This is an optimization exercise on Yosys and OpenROAD, whose aim is small area, a short achievable clock period and few clock cycles per item, not a production implementation.
Where RTL was checked, it was by simulation tests only, not by an equivalence proof against the original.
Power is estimated from default activity; no workload was simulated.

==> exp/delta: inputs <==
Design carcluster_crc, start of the top module:
module carcluster_crc (
  input  wire        clk,
  input  wire        rst,         
  input  wire        cmd_valid,
  output wire        cmd_ready,
  input  wire [63:0] cmd,
  output wire [7:0]  res,
  output wire [3:0]  seq,
  output wire        tabv,
  output wire [7:0]  fault,
  output wire [63:0] fcmd
);
Settings: LEC_CHECK=0, ABC_CLOCK_PERIOD_IN_PS=4000, CAP_MARGIN=20, CORE_MARGIN=2, CORE_UTILIZATION=50, CTS_CLUSTER_DIAMETER=80, CTS_CLUSTER_SIZE=24, SETUP_SLACK_MARGIN=5, SLEW_MARGIN=20, SYNTH_HIERARCHICAL=1, TNS_END_PERCENT=10; clock period 12.0 ns.
standard.sh (not shown) runs the stock make flow with config.mk's settings and CLKGATE_MAP_FILE= SYNTH_SCRIPT=/design/flow/synth_recipe.tcl, a recipe that flattens the netlist after the stock synthesis.
==> flow/flow/run.sh <==
#!/bin/bash
set -euo pipefail
MARGIN=7.5
bash standard.sh SETUP_SLACK_MARGIN=$MARGIN finish > standard.log 2>&1
==> exp/willow (differences from exp/delta) <==
--- a/flow/design.v
+++ b/flow/design.v
@@ -150,25 +150,21 @@
 );
   localparam [7:0] OP_BUILD  = 8'h01, OP_CRC8 = 8'h02, OP_XCRC = 8'h03,
                    OP_SEQADV = 8'h04, OP_PACK = 8'h05, OP_XSUM = 8'h06,
                    OP_CNXT   = 8'h07, OP_WRB  = 8'h08, OP_RDB  = 8'h09,
                    OP_STRES  = 8'h0A;
   localparam [2:0] F_ILLEGAL = 3'd1, F_BADOP = 3'd2, F_BADFT = 3'd3,
                    F_NOTAB   = 3'd4, F_RANGE = 3'd5;
   reg [2047:0] mem;           
-  wire [2047:0] mem_nx;       
   reg        busy;            
   reg [63:0] cw;              
   reg [2:0]  pf;              
   reg        g_rdb, g_imm, g_seq, g_build, g_wr;   
   reg        f_pack, f_stres;
-  reg [7:0]  w_lo;            
-  reg [5:0]  w_rot;           
-  reg [6:0]  w_end;           
   reg [7:0]  imm_val;         
   reg [2:0]  col_q;           
   reg [7:0]  res_r;
   reg [3:0]  seq_r;
   reg        tabv_r;
   reg [2:0]  fault_r;
   reg [63:0] erow_q, orow_q;  
   reg        par_q;           
@@ -232,33 +228,30 @@
   end
   wire i_ok = (fcode_i == 3'd0);
   wire       i_bz    = (i_b == 8'd0);
   wire       i_xcrc  = (i_op == OP_XCRC);
   wire       i_multi = i_xcrc || ((i_op == OP_CRC8 || i_op == OP_XSUM) && !i_bz);
   wire [8:0] cn_next = {1'b0, i_a} + 9'd1;
   wire [8:0] cn_mod  = i_bz ? 9'd256 : {1'b0, i_b};
   wire [7:0] cn_res  = (cn_next >= cn_mod) ? 8'd0 : cn_next[7:0];
-  wire       i_pack  = (i_op == OP_PACK);
-  wire [7:0] i_ws    = i_pack ? i_b : 8'd0;
-  wire [5:0] i_ww    = i_pack ? i_c[5:0] : 6'd8;
-  wire [7:0] i_wlo   = i_a + {3'd0, i_ws[7:3]};
-  wire [5:0] i_wrot  = {i_wlo[2:0], i_ws[2:0]};
   wire [2:0] i_m     = (i_op == OP_CRC8 || i_op == OP_XSUM) ? 3'd0 - i_b[2:0] : 3'd0;
-  wire [3:0] i_wst   = i_a[3:0] - {1'b0, i_m};     
-  wire       i_brw   = i_wst[3] ^ i_a[3];          
+  wire [3:0] i_ws    = i_a[3:0] - {1'b0, i_m};     
+  wire       i_brw   = i_ws[3] ^ i_a[3];           
   wire [7:0]  c_a = cw[55:48];
   wire [7:0]  c_b = cw[47:40];
   wire [7:0]  c_c = cw[39:32];
   wire [31:0] wval = f_pack ? cw[31:0] : {24'd0, f_stres ? res_r : c_c};
-  wire [7:0]  wlo  = w_lo;
+  wire [7:0]  ws   = f_pack ? c_b : 8'd0;
+  wire [5:0]  ww   = f_pack ? c_c[5:0] : 6'd8;
+  wire [7:0]  wlo  = c_a + {3'd0, ws[7:3]};
   wire [4:0]  wr0  = wlo[7:3];
   wire [4:0]  wr1  = wr0 + 5'd1;
-  wire [5:0]  wrot = w_rot;
-  wire [6:0]  wend = w_end;
+  wire [5:0]  wrot = {wlo[2:0], ws[2:0]};          
+  wire [6:0]  wend = {1'b0, wrot} + {1'b0, ww};
   wire [63:0] wrot32 = {2{(wval << wrot[4:0]) | (wval >> (6'd32 - {1'b0, wrot[4:0]}))}};
   reg [63:0] wmask;
   integer j;
   always @(*) begin
     for (j = 0; j < 64; j = j + 1)
       wmask[j] = wend[6] ? ((j >= wrot) || (j < wend[5:0]))
                          : ((j >= wrot) && (j < wend[5:0]));
   end
@@ -274,43 +267,44 @@
   end
   wire [15:0] we_es = 16'd1 << wr1[4:1];
   wire [15:0] we_os = 16'd1 << wr0[4:1];
   genvar gr, gb;
   generate
     for (gr = 0; gr < 32; gr = gr + 1) begin : g_row
       wire rh = (gr % 2 == 0) ? we_es[gr / 2] : we_os[gr / 2];
       wire [63:0] we = (gr % 2 == 0) ? we_even : we_odd;
-      wire [63:0] w1 = we & wrot32;      
-      wire [63:0] w0 = we & ~wrot32;     
       for (gb = 0; gb < 64; gb = gb + 1) begin : g_bit
-        assign mem_nx[64*gr + gb] = (rh & w1[gb]) | (mem[64*gr + gb] & ~(rh & w0[gb]));
         always @(posedge clk)
-          mem[64*gr + gb] <= mem_nx[64*gr + gb];
+          if (rh & we[gb]) mem[64*gr + gb] <= wrot32[gb];
       end
     end
   endgenerate
   wire [4:0]  i_r  = i_a[7:3];
   wire [15:0] i_d  = 16'd1 << i_r[4:1];
   wire [15:0] i_dr = {i_d[14:0], i_d[15]};
   wire [15:0] i_es = i_r[0] ? i_dr : i_d;
   wire [15:0] es   = busy ? es_b : i_es;
   wire [15:0] os   = busy ? os_b : i_d;
-  wire        par  = busy ? rb0 : i_wst[3];
+  wire        par  = busy ? rb0 : i_ws[3];
   reg [1023:0] ebank, obank;
   integer k;
   always @(*) begin
     for (k = 0; k < 16; k = k + 1) begin
-      ebank[64*k +: 64] = mem_nx[128*k +: 64];
-      obank[64*k +: 64] = mem_nx[128*k + 64 +: 64];
+      ebank[64*k +: 64] = mem[128*k +: 64];
+      obank[64*k +: 64] = mem[128*k + 64 +: 64];
     end
   end
   wire [63:0] erow, orow;
   cc_andor16 u_ebank (.d(ebank), .s(es), .y(erow));
   cc_andor16 u_obank (.d(obank), .s(os), .y(orow));
+  wire        e_hit = |(es & we_es);
+  wire        o_hit = |(os & we_os);
+  wire [63:0] erow_d = (e_hit ? we_even : 64'd0) & wrot32 | ~(e_hit ? we_even : 64'd0) & erow;
+  wire [63:0] orow_d = (o_hit ? we_odd  : 64'd0) & wrot32 | ~(o_hit ? we_odd  : 64'd0) & orow;
   wire [127:0] pair = par_q ? {erow_q, orow_q} : {orow_q, erow_q};
   wire [63:0]  win  = pair[{col_q, 3'b000} +: 64];
   assign rdb_val = win[7:0];
   reg  [63:0]  winm;
   always @(*) begin
     for (k = 0; k < 8; k = k + 1)
       winm[8*k +: 8] = (first && k < mlead) ? 8'd0 : win[8*k +: 8];
   end
@@ -321,23 +315,20 @@
   wire [7:0] xs_out = (first ? 8'd0 : acc) ^ winm[7:0] ^ winm[15:8] ^ winm[23:16] ^
                       winm[31:24] ^ winm[39:32] ^ winm[47:40] ^ winm[55:48] ^ winm[63:56];
   wire [7:0] xc_out;
   cc_xcrc u_xcrc (.t(cw[41:40]), .seq(seq_r), .w(win), .r(xc_out));
   wire [7:0] busy_res = (kind == 2'd0) ? (crc_out ^ c_c) :
                         (kind == 2'd1) ? xs_out : xc_out;
   wire       busy_end = (cnt == 5'd0) | ~b_ok;
   always @(posedge clk) begin
-    erow_q  <= erow;
-    orow_q  <= orow;
+    erow_q  <= erow_d;
+    orow_q  <= orow_d;
     par_q   <= par;
-    f_pack  <= i_pack;
-    w_lo    <= i_wlo;
-    w_rot   <= i_wrot;
-    w_end   <= {1'b0, i_wrot} + {1'b0, i_ww};
+    f_pack  <= (i_op == OP_PACK);
     f_stres <= (i_op == OP_STRES);
     imm_val <= (i_op == OP_CNXT) ? cn_res : (i_op == OP_CRC8) ? ~i_c : 8'd0;
     if (take)
       cw <= cmd;
     if (rst) begin
       busy    <= 1'b0;
       pf      <= 3'd0;
       g_rdb   <= 1'b0;
@@ -363,17 +354,17 @@
       g_wr    <= take & i_ok & ((i_op == OP_WRB) || (i_op == OP_STRES) || (i_op == OP_PACK));
       if (take & i_multi)
         busy <= 1'b1;
       else if (busy_end)
         busy <= 1'b0;
     end
     if (!busy) begin
       b_ok   <= i_ok;
-      col_q  <= i_wst[2:0];
+      col_q  <= i_ws[2:0];
       es_b   <= i_brw ? i_es : i_dr;
       os_b   <= (i_brw | ~i_r[0]) ? i_d : i_dr;
       rb0    <= i_brw ? i_r[0] : ~i_r[0];
       cnt    <= i_xcrc ? 5'd0 : (i_b - 8'd1) >> 3;
       first  <= 1'b1;
       mlead  <= i_m;
       kind   <= (i_op == OP_CRC8) ? 2'd0 : (i_op == OP_XSUM) ? 2'd1 : 2'd2;
     end else begin
==> flow/run.sh (new file) <==
#!/bin/bash
# synth_recipe.tcl (not shown) runs the flow's synth.tcl, then flattens the netlist and writes it again
# the make line also repeats each setting of config.mk as NAME=value (left out here)
make -C /OpenROAD-flow-scripts/flow DESIGN_CONFIG=/design/flow/config.mk WORK_HOME=/design/flow/orfs CLKGATE_MAP_FILE= SYNTH_SCRIPT=/design/flow/synth_recipe.tcl finish
==> flow/config.mk (replaced) <==
export PLATFORM = sky130hd
export DESIGN_NAME = carcluster_crc
export DESIGN_NICKNAME = carcluster_crc
export VERILOG_FILES = /design/flow/design.v
export SDC_FILE = /design/flow/constraint.sdc
export NUM_CORES = 4
export LEC_CHECK = 0
export ABC_CLOCK_PERIOD_IN_PS = 4000
export CAP_MARGIN = 20
export CORE_MARGIN = 2
export CORE_UTILIZATION = 50
export SETUP_SLACK_MARGIN = 5
export SLEW_MARGIN = 20
export SYNTH_HIERARCHICAL = 1
removed: flow/flow/run.sh
removed: flow/standard.sh
==> exp/fjord (differences from exp/delta) <==
--- a/flow/design.v
+++ b/flow/design.v
@@ -153,103 +153,112 @@
                    OP_CNXT   = 8'h07, OP_WRB  = 8'h08, OP_RDB  = 8'h09,
                    OP_STRES  = 8'h0A;
   localparam [2:0] F_ILLEGAL = 3'd1, F_BADOP = 3'd2, F_BADFT = 3'd3,
                    F_NOTAB   = 3'd4, F_RANGE = 3'd5;
   reg [2047:0] mem;           
   wire [2047:0] mem_nx;       
   reg        busy;            
   reg [63:0] cw;              
-  reg [2:0]  pf;              
-  reg        g_rdb, g_imm, g_seq, g_build, g_wr;   
+  reg        halt_r;          
+  reg        g_wr;            
+  reg        g_rdb;           
+  reg [7:0]  rdq;
   reg        f_pack, f_stres;
   reg [7:0]  w_lo;            
   reg [5:0]  w_rot;           
   reg [6:0]  w_end;           
-  reg [7:0]  imm_val;         
   reg [2:0]  col_q;           
   reg [7:0]  res_r;
   reg [3:0]  seq_r;
   reg        tabv_r;
   reg [2:0]  fault_r;
   reg [63:0] erow_q, orow_q;  
   reg        par_q;           
   reg        b_ok;            
   reg [15:0] es_b, os_b;      
   reg        rb0;             
   reg [4:0]  cnt;             
   reg        first;           
   reg [2:0]  mlead;           
   reg [7:0]  acc;             
   reg [1:0]  kind;            
-  wire [7:0]  rdb_val;
-  assign res   = g_rdb ? rdb_val : g_imm ? imm_val : res_r;
-  assign seq   = seq_r + {3'd0, g_seq};
-  assign tabv  = tabv_r | g_build;
-  wire [2:0] fault3 = fault_r | pf;
-  wire halted = (fault3 != 3'd0);
-  assign fault = {5'd0, fault3};
-  assign fcmd  = halted ? cw : 64'd0;
+  wire       wen  = g_wr;
+  assign res   = g_rdb ? rdq : res_r;
+  assign seq   = seq_r;
+  assign tabv  = tabv_r;
+  assign fault = {5'd0, fault_r};
+  assign fcmd  = halt_r ? cw : 64'd0;
   assign cmd_ready = ~busy;
   wire [7:0]  i_op  = cmd[63:56];
   wire [7:0]  i_a   = cmd[55:48];
   wire [7:0]  i_b   = cmd[47:40];
   wire [7:0]  i_c   = cmd[39:32];
   wire [31:0] i_imm = cmd[31:0];
-  wire take = cmd_valid & ~busy & ~halted;
+  wire take = cmd_valid & ~busy & ~halt_r;
   reg legal;
   always @(*) begin
     case (i_op)
       OP_BUILD, OP_SEQADV:       legal = (cmd[55:0] == 56'd0);
       OP_CRC8:                   legal = (i_imm == 32'd0);
       OP_XCRC, OP_XSUM, OP_CNXT: legal = (i_c == 8'd0) && (i_imm == 32'd0);
       OP_PACK:                   legal = 1'b1;
       OP_WRB:                    legal = (i_b == 8'd0) && (i_imm == 32'd0);
       OP_RDB, OP_STRES:          legal = (i_b == 8'd0) && (i_c == 8'd0) && (i_imm == 32'd0);
       default:                   legal = 1'b0;
     endcase
   end
-  wire [8:0] i_pk_last = {1'b0, i_b} + {1'b0, i_c} - 9'd1;            
-  wire [8:0] i_pk_hi   = {1'b0, i_a} + {3'd0, i_pk_last[8:3]};
-  wire [8:0] i_sum_ab  = {1'b0, i_a} + {1'b0, i_b};
-  wire       i_xrange  = (i_b[1:0] == 2'd0) ? (i_a > 8'd248) :
-                         (i_b[1:0] == 2'd1) ? (i_a > 8'd252) : 1'b0;
-  reg [2:0] fcode_i;
-  always @(*) begin
-    fcode_i = 3'd0;
-    if (!legal)
-      fcode_i = F_ILLEGAL;
-    else if (i_op == OP_PACK && (i_c == 8'd0 || i_c > 8'd32))
-      fcode_i = F_BADOP;
-    else if (i_op == OP_XCRC && i_b >= 8'd3)
-      fcode_i = F_BADFT;
-    else if (i_op == OP_CRC8 && !tabv)
-      fcode_i = F_NOTAB;
-    else if ((i_op == OP_CRC8 || i_op == OP_XSUM) && i_sum_ab > 9'd256)
-      fcode_i = F_RANGE;
-    else if (i_op == OP_XCRC && i_xrange)
-      fcode_i = F_RANGE;
-    else if (i_op == OP_PACK && i_pk_hi[8])
-      fcode_i = F_RANGE;
-  end
-  wire i_ok = (fcode_i == 3'd0);
-  wire       i_bz    = (i_b == 8'd0);
+  wire       i_pack  = (i_op == OP_PACK);
   wire       i_xcrc  = (i_op == OP_XCRC);
+  wire       i_crc   = (i_op == OP_CRC8);
+  wire       i_cx    = i_crc || (i_op == OP_XSUM);
+  wire [8:0] i_wlo9  = {1'b0, i_a} + {4'd0, i_b[7:3]};            
+  wire [5:0] i_pkt   = {3'd0, i_b[2:0]} + i_c[5:0];               
+  wire       i_pk1   = (i_pkt >= 6'd9);                           
+  wire       i_pk2   = (i_pkt >= 6'd17);
+  wire       i_pk3   = (i_pkt >= 6'd25);
+  wire       i_pk4   = (i_pkt >= 6'd33);
+  wire       i_pkr   = i_wlo9[8] ||
+                       (i_wlo9[7:0] == 8'd255 && i_pk1) || (i_wlo9[7:0] == 8'd254 && i_pk2) ||
+                       (i_wlo9[7:0] == 8'd253 && i_pk3) || (i_wlo9[7:0] == 8'd252 && i_pk4);
+  wire       c_ill   = ~legal;
+  wire       c_bad   = i_pack && (i_c == 8'd0 || i_c > 8'd32);
+  wire       c_ft    = i_xcrc && (i_b >= 8'd3);
+  wire       c_nt    = i_crc && !tabv_r;
+  wire       c_rng   = (i_cx && ({1'b0, i_a} + {1'b0, i_b}) > 9'd256) ||
+                       (i_xcrc && ((i_b[1:0] == 2'd0) ? (i_a > 8'd248) :
+                                   (i_b[1:0] == 2'd1) ? (i_a > 8'd252) : 1'b0)) ||
+                       (i_pack && i_pkr);
+  wire       i_ok    = ~(c_ill | c_bad | c_ft | c_nt | c_rng);
+  wire [2:0] i_fc    = c_ill ? F_ILLEGAL : c_bad ? F_BADOP : c_ft ? F_BADFT :
+                       c_nt  ? F_NOTAB   : c_rng ? F_RANGE : 3'd0;
+  wire       t_ok    = take & i_ok;
+  wire       z_b     = (i_b == 8'd0);
+  wire       z_c     = (i_c == 8'd0);
+  wire       z_imm   = (i_imm == 32'd0);
+  wire       z_a     = (i_a == 8'd0);
+  wire       t_seq   = take & (i_op == OP_SEQADV) & z_a & z_b & z_c & z_imm;
+  wire       t_build = take & (i_op == OP_BUILD)  & z_a & z_b & z_c & z_imm;
+  wire       t_rdb   = take & (i_op == OP_RDB)    & z_b & z_c & z_imm;
+  wire       t_cnxt  = take & (i_op == OP_CNXT)   & z_c & z_imm;
+  wire       t_crc0  = take & (i_op == OP_CRC8)   & z_b & z_imm & tabv_r;
+  wire       t_xsum0 = take & (i_op == OP_XSUM)   & z_b & z_c & z_imm;
+  wire       i_bz    = (i_b == 8'd0);
   wire       i_multi = i_xcrc || ((i_op == OP_CRC8 || i_op == OP_XSUM) && !i_bz);
   wire [8:0] cn_next = {1'b0, i_a} + 9'd1;
   wire [8:0] cn_mod  = i_bz ? 9'd256 : {1'b0, i_b};
   wire [7:0] cn_res  = (cn_next >= cn_mod) ? 8'd0 : cn_next[7:0];
-  wire       i_pack  = (i_op == OP_PACK);
   wire [7:0] i_ws    = i_pack ? i_b : 8'd0;
   wire [5:0] i_ww    = i_pack ? i_c[5:0] : 6'd8;
-  wire [7:0] i_wlo   = i_a + {3'd0, i_ws[7:3]};
-  wire [5:0] i_wrot  = {i_wlo[2:0], i_ws[2:0]};
-  wire [2:0] i_m     = (i_op == OP_CRC8 || i_op == OP_XSUM) ? 3'd0 - i_b[2:0] : 3'd0;
-  wire [3:0] i_wst   = i_a[3:0] - {1'b0, i_m};     
-  wire       i_brw   = i_wst[3] ^ i_a[3];          
+  wire [7:0] i_wlo   = i_pack ? i_wlo9[7:0] : i_a;
+  wire [5:0] i_wrot  = {i_a[2:0] + i_ws[5:3], i_ws[2:0]};
+  wire [2:0] i_m     = i_cx ? 3'd0 - i_b[2:0] : 3'd0;
+  wire [3:0] i_ab3   = {1'b0, i_a[2:0]} + {1'b0, i_b[2:0]};
+  wire       i_brw   = i_cx & (i_b[2:0] != 3'd0) & ~i_ab3[3];
+  wire [3:0] i_wst   = {i_a[3] ^ i_brw, i_cx ? i_ab3[2:0] : i_a[2:0]};
   wire [7:0]  c_a = cw[55:48];
   wire [7:0]  c_b = cw[47:40];
   wire [7:0]  c_c = cw[39:32];
   wire [31:0] wval = f_pack ? cw[31:0] : {24'd0, f_stres ? res_r : c_c};
   wire [7:0]  wlo  = w_lo;
   wire [4:0]  wr0  = wlo[7:3];
   wire [4:0]  wr1  = wr0 + 5'd1;
   wire [5:0]  wrot = w_rot;
@@ -263,18 +272,18 @@
                          : ((j >= wrot) && (j < wend[5:0]));
   end
   reg [39:0] colrow;
   reg [63:0] we_even, we_odd;
   integer c;
   always @(*) begin
     for (c = 0; c < 8; c = c + 1) begin
       colrow[5*c +: 5] = (c >= wlo[2:0]) ? wr0 : wr1;
-      we_even[8*c +: 8] = (g_wr & ~colrow[5*c]) ? wmask[8*c +: 8] : 8'd0;
-      we_odd[8*c +: 8]  = (g_wr &  colrow[5*c]) ? wmask[8*c +: 8] : 8'd0;
+      we_even[8*c +: 8] = (wen & ~colrow[5*c]) ? wmask[8*c +: 8] : 8'd0;
+      we_odd[8*c +: 8]  = (wen &  colrow[5*c]) ? wmask[8*c +: 8] : 8'd0;
     end
   end
   wire [15:0] we_es = 16'd1 << wr1[4:1];
   wire [15:0] we_os = 16'd1 << wr0[4:1];
   genvar gr, gb;
   generate
     for (gr = 0; gr < 32; gr = gr + 1) begin : g_row
       wire rh = (gr % 2 == 0) ? we_es[gr / 2] : we_os[gr / 2];
@@ -301,71 +310,73 @@
     for (k = 0; k < 16; k = k + 1) begin
       ebank[64*k +: 64] = mem_nx[128*k +: 64];
       obank[64*k +: 64] = mem_nx[128*k + 64 +: 64];
     end
   end
   wire [63:0] erow, orow;
   cc_andor16 u_ebank (.d(ebank), .s(es), .y(erow));
   cc_andor16 u_obank (.d(obank), .s(os), .y(orow));
+  wire [127:0] i_rows  = {orow, erow};
+  wire [7:0]   rdb_val = i_rows[{i_r[0], i_a[2:0], 3'b000} +: 8];    
   wire [127:0] pair = par_q ? {erow_q, orow_q} : {orow_q, erow_q};
   wire [63:0]  win  = pair[{col_q, 3'b000} +: 64];
-  assign rdb_val = win[7:0];
   reg  [63:0]  winm;
   always @(*) begin
     for (k = 0; k < 8; k = k + 1)
       winm[8*k +: 8] = (first && k < mlead) ? 8'd0 : win[8*k +: 8];
   end
   wire [7:0] pre;
   cc_crc8_pre u_pre (.m(mlead), .v(pre));
   wire [7:0] crc_out;
   cc_crc8_chunk u_crc (.ci(first ? pre : acc), .w(winm), .co(crc_out));
   wire [7:0] xs_out = (first ? 8'd0 : acc) ^ winm[7:0] ^ winm[15:8] ^ winm[23:16] ^
                       winm[31:24] ^ winm[39:32] ^ winm[47:40] ^ winm[55:48] ^ winm[63:56];
   wire [7:0] xc_out;
   cc_xcrc u_xcrc (.t(cw[41:40]), .seq(seq_r), .w(win), .r(xc_out));
   wire [7:0] busy_res = (kind == 2'd0) ? (crc_out ^ c_c) :
                         (kind == 2'd1) ? xs_out : xc_out;
   wire       busy_end = (cnt == 5'd0) | ~b_ok;
+  wire [7:0] res_oth = (busy & busy_end & b_ok) ? busy_res :
+                       t_cnxt                   ? cn_res :
+                       t_crc0                   ? ~i_c :
+                       t_xsum0                  ? 8'd0 : res;
   always @(posedge clk) begin
+    rdq     <= rdb_val;
     erow_q  <= erow;
     orow_q  <= orow;
     par_q   <= par;
     f_pack  <= i_pack;
     w_lo    <= i_wlo;
     w_rot   <= i_wrot;
     w_end   <= {1'b0, i_wrot} + {1'b0, i_ww};
     f_stres <= (i_op == OP_STRES);
-    imm_val <= (i_op == OP_CNXT) ? cn_res : (i_op == OP_CRC8) ? ~i_c : 8'd0;
     if (take)
       cw <= cmd;
     if (rst) begin
       busy    <= 1'b0;
-      pf      <= 3'd0;
+      halt_r  <= 1'b0;
       g_rdb   <= 1'b0;
-      g_imm   <= 1'b0;
-      g_seq   <= 1'b0;
-      g_build <= 1'b0;
       g_wr    <= 1'b0;
       res_r   <= 8'd0;
       seq_r   <= 4'd0;
       tabv_r  <= 1'b0;
       fault_r <= 3'd0;
     end else begin
-      seq_r   <= seq;
-      tabv_r  <= tabv;
-      fault_r <= fault3;
-      res_r   <= (busy & busy_end & b_ok) ? busy_res : res;
-      pf      <= take ? fcode_i : 3'd0;
-      g_rdb   <= take & i_ok & (i_op == OP_RDB);
-      g_imm   <= take & i_ok & ((i_op == OP_CNXT) ||
-                                ((i_op == OP_CRC8 || i_op == OP_XSUM) && i_bz));
-      g_seq   <= take & i_ok & (i_op == OP_SEQADV);
-      g_build <= take & i_ok & (i_op == OP_BUILD);
-      g_wr    <= take & i_ok & ((i_op == OP_WRB) || (i_op == OP_STRES) || (i_op == OP_PACK));
+      if (t_seq)
+        seq_r <= seq_r + 4'd1;
+      if (t_build)
+        tabv_r <= 1'b1;
+      if (take & ~i_ok) begin
+        fault_r <= i_fc;
+        halt_r  <= 1'b1;
+      end
+      res_r   <= res_oth;
+      g_rdb   <= t_rdb;
+      g_wr    <= t_ok & ((i_op == OP_WRB) || (i_op == OP_STRES) || i_pack);
       if (take & i_multi)
         busy <= 1'b1;
       else if (busy_end)
         busy <= 1'b0;
     end
     if (!busy) begin
       b_ok   <= i_ok;
       col_q  <= i_wst[2:0];
--- a/flow/config.mk
+++ b/flow/config.mk
@@ -9,9 +9,8 @@
 export CAP_MARGIN = 20
 export CORE_MARGIN = 2
 export CORE_UTILIZATION = 50
 export CTS_CLUSTER_DIAMETER = 80
 export CTS_CLUSTER_SIZE = 24
 export SETUP_SLACK_MARGIN = 5
 export SLEW_MARGIN = 20
 export SYNTH_HIERARCHICAL = 1
-export TNS_END_PERCENT = 10
==> exp/cedar (differences from exp/delta) <==
==> flow/run.sh (new file) <==
#!/bin/bash
# synth_recipe.tcl (not shown) runs the flow's synth.tcl, then flattens the netlist and writes it again
# the make line also repeats each setting of config.mk as NAME=value (left out here)
make -C /OpenROAD-flow-scripts/flow DESIGN_CONFIG=/design/flow/config.mk WORK_HOME=/design/flow/orfs CLKGATE_MAP_FILE= SYNTH_SCRIPT=/design/flow/synth_recipe.tcl finish
==> flow/config.mk (replaced) <==
export PLATFORM = sky130hd
export DESIGN_NAME = carcluster_crc
export DESIGN_NICKNAME = carcluster_crc
export VERILOG_FILES = /design/flow/design.v
export SDC_FILE = /design/flow/constraint.sdc
export NUM_CORES = 4
export LEC_CHECK = 0
export ABC_CLOCK_PERIOD_IN_PS = 4000
export CAP_MARGIN = 20
export CORE_MARGIN = 2
export CORE_UTILIZATION = 50
export SETUP_SLACK_MARGIN = 5
export SLEW_MARGIN = 20
export SYNTH_HIERARCHICAL = 1
removed: flow/flow/run.sh
removed: flow/standard.sh
==> summary.txt <==
Pwr:
- Of the total power, the share spent switching nets is 0.278.

Routing:
- In this run, the number of DRC markers left after iteration 0 of detailed routing was between 10000 and 15000.
- The number of vias per cell is 6.80.
- Detailed routing inserted a total of around 99000 vias.

Layout:
- The cell group occupying the most layout area is multi-input gates.
- The top cell types in the final layout, fill and taps aside, are 2203 x sky130_fd_sc_hd__dfxtp_1, 2055 x sky130_fd_sc_hd__a21oi_1, 1422 x sky130_fd_sc_hd__a31oi_1.

Clock network:
- The clock latency reported for the late side of the worst-skew pair is 860 ps.
- The TritonCTS sink count is 2350.

Floorplan:
- After floorplanning, the core was divided into around 170 placement rows.

Outcome:
- The flow ran to the end and the layout has no timing, DRC or antenna violations.

Yosys:
- Of the synthesized area, sequential elements account for 0.440.

Timing:
- The tightest slew margin relative to the limit is 0.258.

Placed design:
- At the placement stage, the worst setup path has a slack of roughly 5400 ps.
- After detailed placement, the total cell area comes to between 100000 and 150000 µm².

Critical path:
- The launch point of the critical path is col_q[1]$_DFFE_PN_.
That was exp/delta.
==> summary.txt <==
Clock network:
- The total clock buffers created by CTS is around 130.
- The clock reaches the later pin of the worst-skew pair after around 870 ps.
- The TritonCTS sink count is roughly 2300.

Layout:
- In the layout the commonest cells are 2209 x sky130_fd_sc_hd__dfxtp_1, 1734 x sky130_fd_sc_hd__a21oi_1, 1193 x sky130_fd_sc_hd__nor2_1.
- Measured on the final layout, the clock distribution area share stands at 0.0329.
- The biggest slice of the area belongs to multi-input gates.

Outcome:
- The run finished with no timing, DRC or antenna violations.

Routing:
- The remaining antenna violation count is 0.
- The number of design-rule violations left by the first detailed-router iteration is approximately 16000.
- Dividing the detail-routed via count by the number of cells gives slightly above 7.

Placed design:
- The placed standard-cell area is between 100000 and 150000 µm².
- Before CTS, the worst setup slack after placement is around 4500 ps.

Floorplan:
- The number of placement rows is between 150 and 200.

Critical path:
- Tracing the worst setup path back leads to its startpoint at cmd[51].
- The data arrival time at the worst-slack endpoint is a little under 6000 ps.

Timing:
- Setup violations remaining at the end of the flow were counted as 0.

Pwr:
- The switching share of total power is 0.282.
That was exp/fjord.
==> summary.txt <==
Yosys:
- Of the synthesized area, sequential elements account for 0.440.
- The cell count after synthesis came out at 12200.

Layout:
- Ranked by total area, the top cell class in this layout is multi-input gates.
- Of the total standard cell area in the layout, the sequential portion is 0.402.
- Leaving out fill and tap cells, the most frequent cells in the layout are 2232 x sky130_fd_sc_hd__dfxtp_1, 2068 x sky130_fd_sc_hd__a21oi_1, 1423 x sky130_fd_sc_hd__a31oi_1.

Pwr:
- Per report_power, the Sequential row totals roughly 7.9 mW.
- Per report_power, the Clock row totals slightly below 8 mW.

Floorplan:
- The core region is around 220000 µm².
- The number of placement rows is about 170.

Timing:
- Headroom to the max-slew limit came out at 0.182.
- In the finished design, the share of the clock period the worst path needs comes to 0.564.

Clock network:
- The clock latency reported for the late side of the worst-skew pair is slightly above 900 ps.
- CTS saw between 2000 and 2500 sinks.

Routing:
- The via count is 97400.
- The number of design-rule violations left by the first detailed-router iteration is ~12000.

Critical path:
- Tracing the worst setup path back leads to its startpoint at par_q$_DFF_P_.

Outcome:
- The run finished with no timing, DRC or antenna violations.

Placed design:
- Prior to clock tree synthesis, the placed netlist has a worst setup slack of 5160 ps.
That was exp/cedar.
==> summary.txt <==
Outcome:
- The run finished with no timing, DRC or antenna violations.

Floorplan:
- The number of placement rows is 174.

Placed design:
- At the placement stage, the worst setup path has a slack of ~4500 ps.
- The final HPWL from detailed placement is between 200000 and 300000 µm.
- The placed instances occupy a cell area of 117000 µm².

Routing:
- The number of vias per cell is around 6.6.
- In this run, the number of DRC markers left after iteration 0 of detailed routing was about 11000.

Layout:
- The cell group occupying the most layout area is flip-flops and latches.
- Leaving out fill and tap cells, the most frequent cells in the layout are 2345 x sky130_fd_sc_hd__nor2_1, 2161 x sky130_fd_sc_hd__edfxtp_1, 518 x sky130_fd_sc_hd__a221oi_1.
- The flip-flop count of the largest register after layout is 2048.

Clock network:
- The tree built by TritonCTS fans out to ~2300 sinks.
- For the worst-skew pair, the clock arrives at the later sink with an insertion delay of 950 ps.

Timing:
- In this run the tightest slew margin relative to its limit is 0.165.

Global route:
- For this run, global-route usage on met2 was measured as 0.529.

Pwr:
- The switching share of total power is 0.297.
- The worst-case vdd ir drop is approximately 0.23 mV.
- The total chip power is 22.0 mW.

Yosys:
- The share of synthesized area occupied by flip-flops and latches is 0.605.

Critical path:
- The total buffers and inverters traversed by the critical path is 3.
That was exp/willow.
Testbench counts of exp/delta, summed over its fixed seeds: cycles 13,640, commands 12,744.
Testbench counts of exp/fjord, summed over its fixed seeds: cycles 13,640, commands 12,744.
Testbench counts of exp/cedar, summed over its fixed seeds: cycles 13,640, commands 12,744.
The RTL of exp/willow was laid out without a check of its function.

==> separate check: timing with driven ports <==
The results above use ideal ports. As a check the final layouts listed here were re-extracted and re-timed, cells and wires unchanged. Step 1, drivers: a clkbuf_16 drives clk and a buf_2 each remaining input, both assumed. Step 2 also shifts input and output timing later by t, the mid clock arrival at the registers, as if the neighbouring blocks saw the same clock. Slacks: ideal ports / drivers / drivers and shift; pairs: ideal ports / drivers.
run | t (ns) | setup WS [ns] | hold slack, ns | slew at the worst register clock pin (ns)
exp/delta | 0.931 | 6.642 / 6.547 / 6.313 | 0.473 / 0.473 / 0.473 | 0.10 / 0.10
exp/willow | 0.991 | 5.139 / 5.045 / 4.436 | 0.544 / 0.544 / 0.544 | 0.07 / 0.07
exp/fjord | 0.934 | 6.861 / 6.904 / 5.970 | 0.470 / 0.470 / 0.470 | 0.10 / 0.10
exp/cedar | 0.958 | 5.228 / 5.137 / 5.077 | 0.475 / 0.475 / 0.475 | 0.07 / 0.07
After both steps setup and hold are still met in every run listed. The setup slack of exp/fjord, which loses most, moves by +0.043 ns with the drivers and by -0.891 ns with both steps.
